This is an optimization exercise on Yosys and OpenROAD, whose aim is small area, a short achievable clock period and few clock cycles per item, not a production implementation. In this exercise RTL edits were held to simulation tests only and were not proved equivalent to the original. Power figures rest on the tool's default switching activity, not on a simulated workload.

Setup of job 5837:
## rvl_core
module rvl_core (
    input  wire        clk,
    input  wire        rst,
    input  wire        cmd_valid,
    input  wire [67:0] cmd_word,
    input  wire        enc_in_valid,
    input  wire [15:0] enc_in_data,
    output wire        enc_in_ready,
    output wire        enc_out_valid,
    output wire [7:0]  enc_out_data,
    input  wire        enc_out_ready,
    input  wire        dec_in_valid,
    input  wire [7:0]  dec_in_data,
    output wire        dec_in_ready,
    output wire        dec_out_valid,
    output wire [15:0] dec_out_data,
    input  wire        dec_out_ready,
    input  wire [3:0]  sts_sel,
    output reg  [35:0] sts_data
);
For scale: roughly 3800 cells after synthesis, ~170 I/O pins.
==> flow/config.mk <==
export PLATFORM = sky130hd
export DESIGN_NAME = rvl_core
export DESIGN_NICKNAME = rvl_core
export VERILOG_FILES = /design/flow/design.v
export SDC_FILE = /design/flow/constraint.sdc
export NUM_CORES = 4
export LEC_CHECK = 0
export CAP_MARGIN = 20
export CORE_MARGIN = 2
export CORE_UTILIZATION = 40
export SETUP_SLACK_MARGIN = 2.6
export SLEW_MARGIN = 20
==> flow/constraint.sdc <==
create_clock -name core_clock -period 7.0 [get_ports {clk}]
set_input_delay 1.4000 -clock core_clock [delete_from_list [all_inputs] [get_ports {clk}]]
set_output_delay 1.4000 -clock core_clock [all_outputs]
set_load 0.01 [all_outputs]
run.sh (not shown) runs the stock make flow with config.mk's settings and CLKGATE_MAP_FILE= SYNTH_SCRIPT=/design/flow/synth_recipe.tcl, a recipe that flattens the netlist after the stock synthesis.
Testbench counts of job 5837, summed over its fixed seeds: cycles 10,960, items 18,582.
Relative to job 5837, the following input files were edited for job 9322:
# job 5837
export LEC_CHECK = 0
export CAP_MARGIN = 20
export CORE_MARGIN = 2
export CORE_UTILIZATION = 40
export SETUP_SLACK_MARGIN = 2.6
export SLEW_MARGIN = 20
create_clock -name core_clock -period 7.0 [get_ports {clk}]
# job 9322
export LEC_CHECK = 0
export ABC_CLOCK_PERIOD_IN_PS = 5000
export CAP_MARGIN = 20
export CORE_MARGIN = 2
export CORE_UTILIZATION = 40
export GPL_ROUTABILITY_DRIVEN = 0
export GPL_TIMING_DRIVEN = 0
export SETUP_SLACK_MARGIN = 2.8
export SLEW_MARGIN = 20
create_clock -name core_clock -period 7.0 [get_ports {clk}]
Notes after the runs:
- Compared with job 5837, in job 9322 sequential share of layout area now sits lower, relative max-transition margin down 1.1 points, power consumption grew by 0.00046 W.
- On job 9322: minimum setup slack in the final design is 0.11 ns higher than what job 5837 gave.
- Measured against each other, job 9322 and job 5837 differ in portion of total power attributed to sequential cells, the lower figure coming from job 9322.
- Changes observed in job 9322 relative to job 5837: H-tree depth reported by CTS did not really move; final area went up; met2 usage in global routing went up.
The inputs of job 7365 differ from those of job 9322 as listed below.
# job 9322
export LEC_CHECK = 0
export ABC_CLOCK_PERIOD_IN_PS = 5000
export CAP_MARGIN = 20
export CORE_MARGIN = 2
export CORE_UTILIZATION = 40
export GPL_ROUTABILITY_DRIVEN = 0
export GPL_TIMING_DRIVEN = 0
export SETUP_SLACK_MARGIN = 2.8
export SLEW_MARGIN = 20
create_clock -name core_clock -period 7.0 [get_ports {clk}]
# job 7365
export LEC_CHECK = 0
export CAP_MARGIN = 20
export CORE_MARGIN = 2
export CORE_UTILIZATION = 40
export SETUP_SLACK_MARGIN = 2.8
export SLEW_MARGIN = 20
create_clock -name core_clock -period 7.0 [get_ports {clk}]
==> run notes <==
Going from job 9322 to job 7365, register fraction of the total cell area grows by 1.5 points.
Looking at global-route wire length before repair across job 7365 and job 9322, the one that comes out lower is job 7365.
Final cell count ends up lower on job 7365.
Run comparison: job 7365 highest metal layer used by the detailed router met4; job 9322 highest metal layer used by the detailed router met5
On buffer count from post-CTS setup fixing: between job 7365 and job 9322, it ends up lower for job 7365.
Edits applied to the flow inputs when going from job 7365 to job 8593:
# job 7365
export LEC_CHECK = 0
export CAP_MARGIN = 20
export CORE_MARGIN = 2
export CORE_UTILIZATION = 40
export SETUP_SLACK_MARGIN = 2.8
export SLEW_MARGIN = 20
create_clock -name core_clock -period 7.0 [get_ports {clk}]
# job 8593
export LEC_CHECK = 0
export ABC_CLOCK_PERIOD_IN_PS = 5000
export CAP_MARGIN = 20
export CORE_MARGIN = 2
export CORE_UTILIZATION = 40
export CTS_CLUSTER_DIAMETER = 100
export CTS_CLUSTER_SIZE = 40
export SETUP_SLACK_MARGIN = 2.8
export SLEW_MARGIN = 20
create_clock -name core_clock -period 7.0 [get_ports {clk}]
- Job 8593 went all the way through the flow, and no timing, DRC or antenna check failed.
- Job 8593 vs job 7365: worst setup slack down in job 8593
- | count of clock-buffer cells in the layout | higher: job 7365 |
- When the final numbers for job 8593 and job 7365 were put side by side, the relative contribution of combinational cells to total power turned out to be smaller in job 7365.
- Diff job 7365 -> job 8593 | switching share of total power | increase of 2.6 points
- Max leakage power across job 8593 and job 7365: job 7365
- Final design instance area without fill (job 8593 over job 7365): decrease, about 2.3%
- In job 8593, the global-route met3 utilization came out 0.28 points below the value in job 7365.
- From job 7365 to job 8593 the numbers moved as follows: number of cells traversed by the worst register-to-register path moved up, global-route usage over all layers moved down.
Relative to job 8593, the following input files were edited for job 3996:
# job 8593
export LEC_CHECK = 0
export ABC_CLOCK_PERIOD_IN_PS = 5000
export CAP_MARGIN = 20
export CORE_MARGIN = 2
export CORE_UTILIZATION = 40
export CTS_CLUSTER_DIAMETER = 100
export CTS_CLUSTER_SIZE = 40
export SETUP_SLACK_MARGIN = 2.8
export SLEW_MARGIN = 20
create_clock -name core_clock -period 7.0 [get_ports {clk}]
# job 3996
export LEC_CHECK = 0
export ABC_CLOCK_PERIOD_IN_PS = 5000
export CAP_MARGIN = 20
export CORE_MARGIN = 2
export CORE_UTILIZATION = 40
export CTS_BUF_LIST = sky130_fd_sc_hd__clkbuf_8
export SETUP_SLACK_MARGIN = 2.8
export SLEW_MARGIN = 20
create_clock -name core_clock -period 7.0 [get_ports {clk}]
Findings:
Summary of job 3996 over job 8593: switching power went up by about 7%; worst-case clock skew +0.026 ns; final design area excluding fillers now sits higher; depth of the most critical reg-to-reg path down about 8%; total power went up. Count of inserted antenna diode cells came out higher on job 3996 than on job 8593. Looking only at total vias in the final route, and setting everything else aside, the lower value of job 8593 and job 3996 goes to job 8593. Cmp job 8593 and job 3996 / global router's overall resource usage / higher: job 3996. The run showing the greater layout overhead on the synthesized area is job 3996.


## job 2373
rvl_core again, from the RTL that the note above started with.
## rvl_core
module rvl_core (
    input  wire        clk,
    input  wire        rst,
    input  wire        cmd_valid,
    input  wire [67:0] cmd_word,
    input  wire        enc_in_valid,
    input  wire [15:0] enc_in_data,
    output wire        enc_in_ready,
    output wire        enc_out_valid,
    output wire [7:0]  enc_out_data,
    input  wire        enc_out_ready,
    input  wire        dec_in_valid,
    input  wire [7:0]  dec_in_data,
    output wire        dec_in_ready,
    output wire        dec_out_valid,
    output wire [15:0] dec_out_data,
    input  wire        dec_out_ready,
    input  wire [3:0]  sts_sel,
    output reg  [35:0] sts_data
);
make LEC_CHECK=0 ABC_CLOCK_PERIOD_IN_PS=5000 CAP_MARGIN=20 CORE_MARGIN=2 CORE_UTILIZATION=60 SETUP_SLACK_MARGIN=2.8 SLEW_MARGIN=20 finish   # period 7.0 ns
Testbench counts of job 2373, summed over its fixed seeds: cycles 10,960, items 18,582.
> inputs changed (job 2373 -> job 4889)
# job 2373
export LEC_CHECK = 0
export ABC_CLOCK_PERIOD_IN_PS = 5000
export CAP_MARGIN = 20
export CORE_MARGIN = 2
export CORE_UTILIZATION = 60
export SETUP_SLACK_MARGIN = 2.8
export SLEW_MARGIN = 20
create_clock -name core_clock -period 7.0 [get_ports {clk}]
# job 4889
export LEC_CHECK = 0
export ABC_CLOCK_PERIOD_IN_PS = 5000
export CAP_MARGIN = 20
export CORE_MARGIN = 2
export CORE_UTILIZATION = 40
export SETUP_SLACK_MARGIN = 3.0
export SLEW_MARGIN = 20
create_clock -name core_clock -period 7.0 [get_ports {clk}]
- Job 4889 | status: complete | timing, DRC, antenna: pass
- Measured against job 4889, the maximum VDD drop of job 2373 comes out at 0.845 times the reference value.
- Job 4889 against job 2373: die width picked up an extra about 22%; total power picked up an extra 3.1%; post-placement cell area picked up an extra 520 um2.
- Job 4889 against job 2373; clock network power is up by a little under 10%.
- Job 4889 vs. job 2373: post-route standard cell area excluding fillers went up by about 5%.
Input-level comparison between job 4500 and job 4889:
# job 4889
export LEC_CHECK = 0
export ABC_CLOCK_PERIOD_IN_PS = 5000
export CAP_MARGIN = 20
export CORE_MARGIN = 2
export CORE_UTILIZATION = 40
export SETUP_SLACK_MARGIN = 3.0
export SLEW_MARGIN = 20
create_clock -name core_clock -period 7.0 [get_ports {clk}]
# job 4500
export LEC_CHECK = 0
export ABC_AREA = 1
export CAP_MARGIN = 20
export CORE_MARGIN = 2
export CORE_UTILIZATION = 40
export SETUP_SLACK_MARGIN = 3.2
export SLEW_MARGIN = 20
create_clock -name core_clock -period 7.0 [get_ports {clk}]
==> run notes <==
Job 4500 drops more vias than job 4889.
Diff job 4889..job 4500 | maximum achievable frequency | negligible
Summary: with job 4889 as the reference, total power in job 4500 moved up by more than 10%.
Job 4500 vs job 4889, number of antenna violations at the first check in global routing went up by 4.
Job 4500 vs. job 4889: transition time of the tightest slew-check pin went down by 0.27 ns.
[compare] base=job 4889 new=job 4500: worst supply voltage drop on vdd shows a reduction of 21%; global-route usage shows an increase of 4.1 points.
The following lists how job 3661 was set up differently from job 4500:
# job 4500
export LEC_CHECK = 0
export ABC_AREA = 1
export CAP_MARGIN = 20
export CORE_MARGIN = 2
export CORE_UTILIZATION = 40
export SETUP_SLACK_MARGIN = 3.2
export SLEW_MARGIN = 20
create_clock -name core_clock -period 7.0 [get_ports {clk}]
# job 3661
export LEC_CHECK = 0
export ABC_CLOCK_PERIOD_IN_PS = 3500
export CAP_MARGIN = 20
export CORE_MARGIN = 2
export CORE_UTILIZATION = 40
export SETUP_SLACK_MARGIN = 3.2
export SLEW_MARGIN = 20
create_clock -name core_clock -period 7.0 [get_ports {clk}]
==> run notes <==
- Job 3661 vs job 4500 — logic depth of the worst register-to-register path dropped 10.
- Relative to job 4500, worst setup slack after layout has increased by 0.019 ns in job 3661.
- Job 3661 ends up with lower count of standard-cell rows than job 4500 does.
- Summary — final cell count, job 3661 relative to job 4500: lower, by about 23%.
- Where timing-limited maximum frequency is concerned, job 4500 is outperformed by job 3661.
- Die outline area (lower): job 3661
- Synthesized cell count: job 3661 vs job 4500 down 1351
- Sort job 4500 and job 3661 by multi-input gate share of total cell area desc -> top: job 3661

-- static timing again, ports no longer ideal --
In the flow no input, the clock included, has a driving cell. The finished layouts below were timed again as built, in two steps. Step 1 (the two cells are an assumption about what drives the block):
set clk [get_ports {clk}]
set_driving_cell -lib_cell sky130_fd_sc_hd__clkbuf_16 $clk
set_driving_cell -lib_cell sky130_fd_sc_hd__buf_2 [delete_from_list [all_inputs] $clk]
Step 2, shift: input delay + t, output delay - t, t = (earliest + latest rising clock arrival at the registers) / 2. This alone moves slack from input paths to output paths. a / b / c = no drivers / after step 1 / after step 2; a / b = the first two.
run | t, ns | setup WS [ns] | worst hold slack (ns) | clock arrival spread, ns | worst data-port slew with drivers (ns)
job 5837 | 0.692 | 2.483 / 2.444 / 2.157 | 0.490 / 0.490 / 0.490 | 0.039 / 0.038 | 0.13
job 9322 | 0.701 | 2.592 / 2.537 / 2.193 | 0.471 / 0.471 / 0.471 | 0.065 / 0.065 | 0.14
job 7365 | 0.687 | 2.764 / 2.701 / 2.276 | 0.471 / 0.471 / 0.471 | 0.042 / 0.042 | 0.15
job 8593 | 0.702 | 2.728 / 2.666 / 2.270 | 0.486 / 0.486 / 0.486 | 0.053 / 0.053 | 0.16
job 3996 | 0.744 | 2.757 / 2.641 / 2.234 | 0.477 / 0.477 / 0.477 | 0.077 / 0.077 | 0.16
job 2373 | 0.692 | 2.701 / 2.595 / 2.204 | 0.460 / 0.460 / 0.460 | 0.023 / 0.022 | 0.16
job 4889 | 0.695 | 2.778 / 2.722 / 2.402 | 0.470 / 0.470 / 0.470 | 0.045 / 0.045 | 0.16
job 4500 | 0.716 | 2.778 / 2.718 / 2.674 | 0.456 / 0.456 / 0.456 | 0.027 / 0.027 | 0.16
job 3661 | 0.691 | 2.797 / 2.733 / 2.503 | 0.456 / 0.456 / 0.456 | 0.052 / 0.052 | 0.12
After both steps setup and hold are still met in every run listed. For job 3996, which loses most, drivers alone change the setup slack by -0.116 ns; drivers and shift together by -0.523 ns.
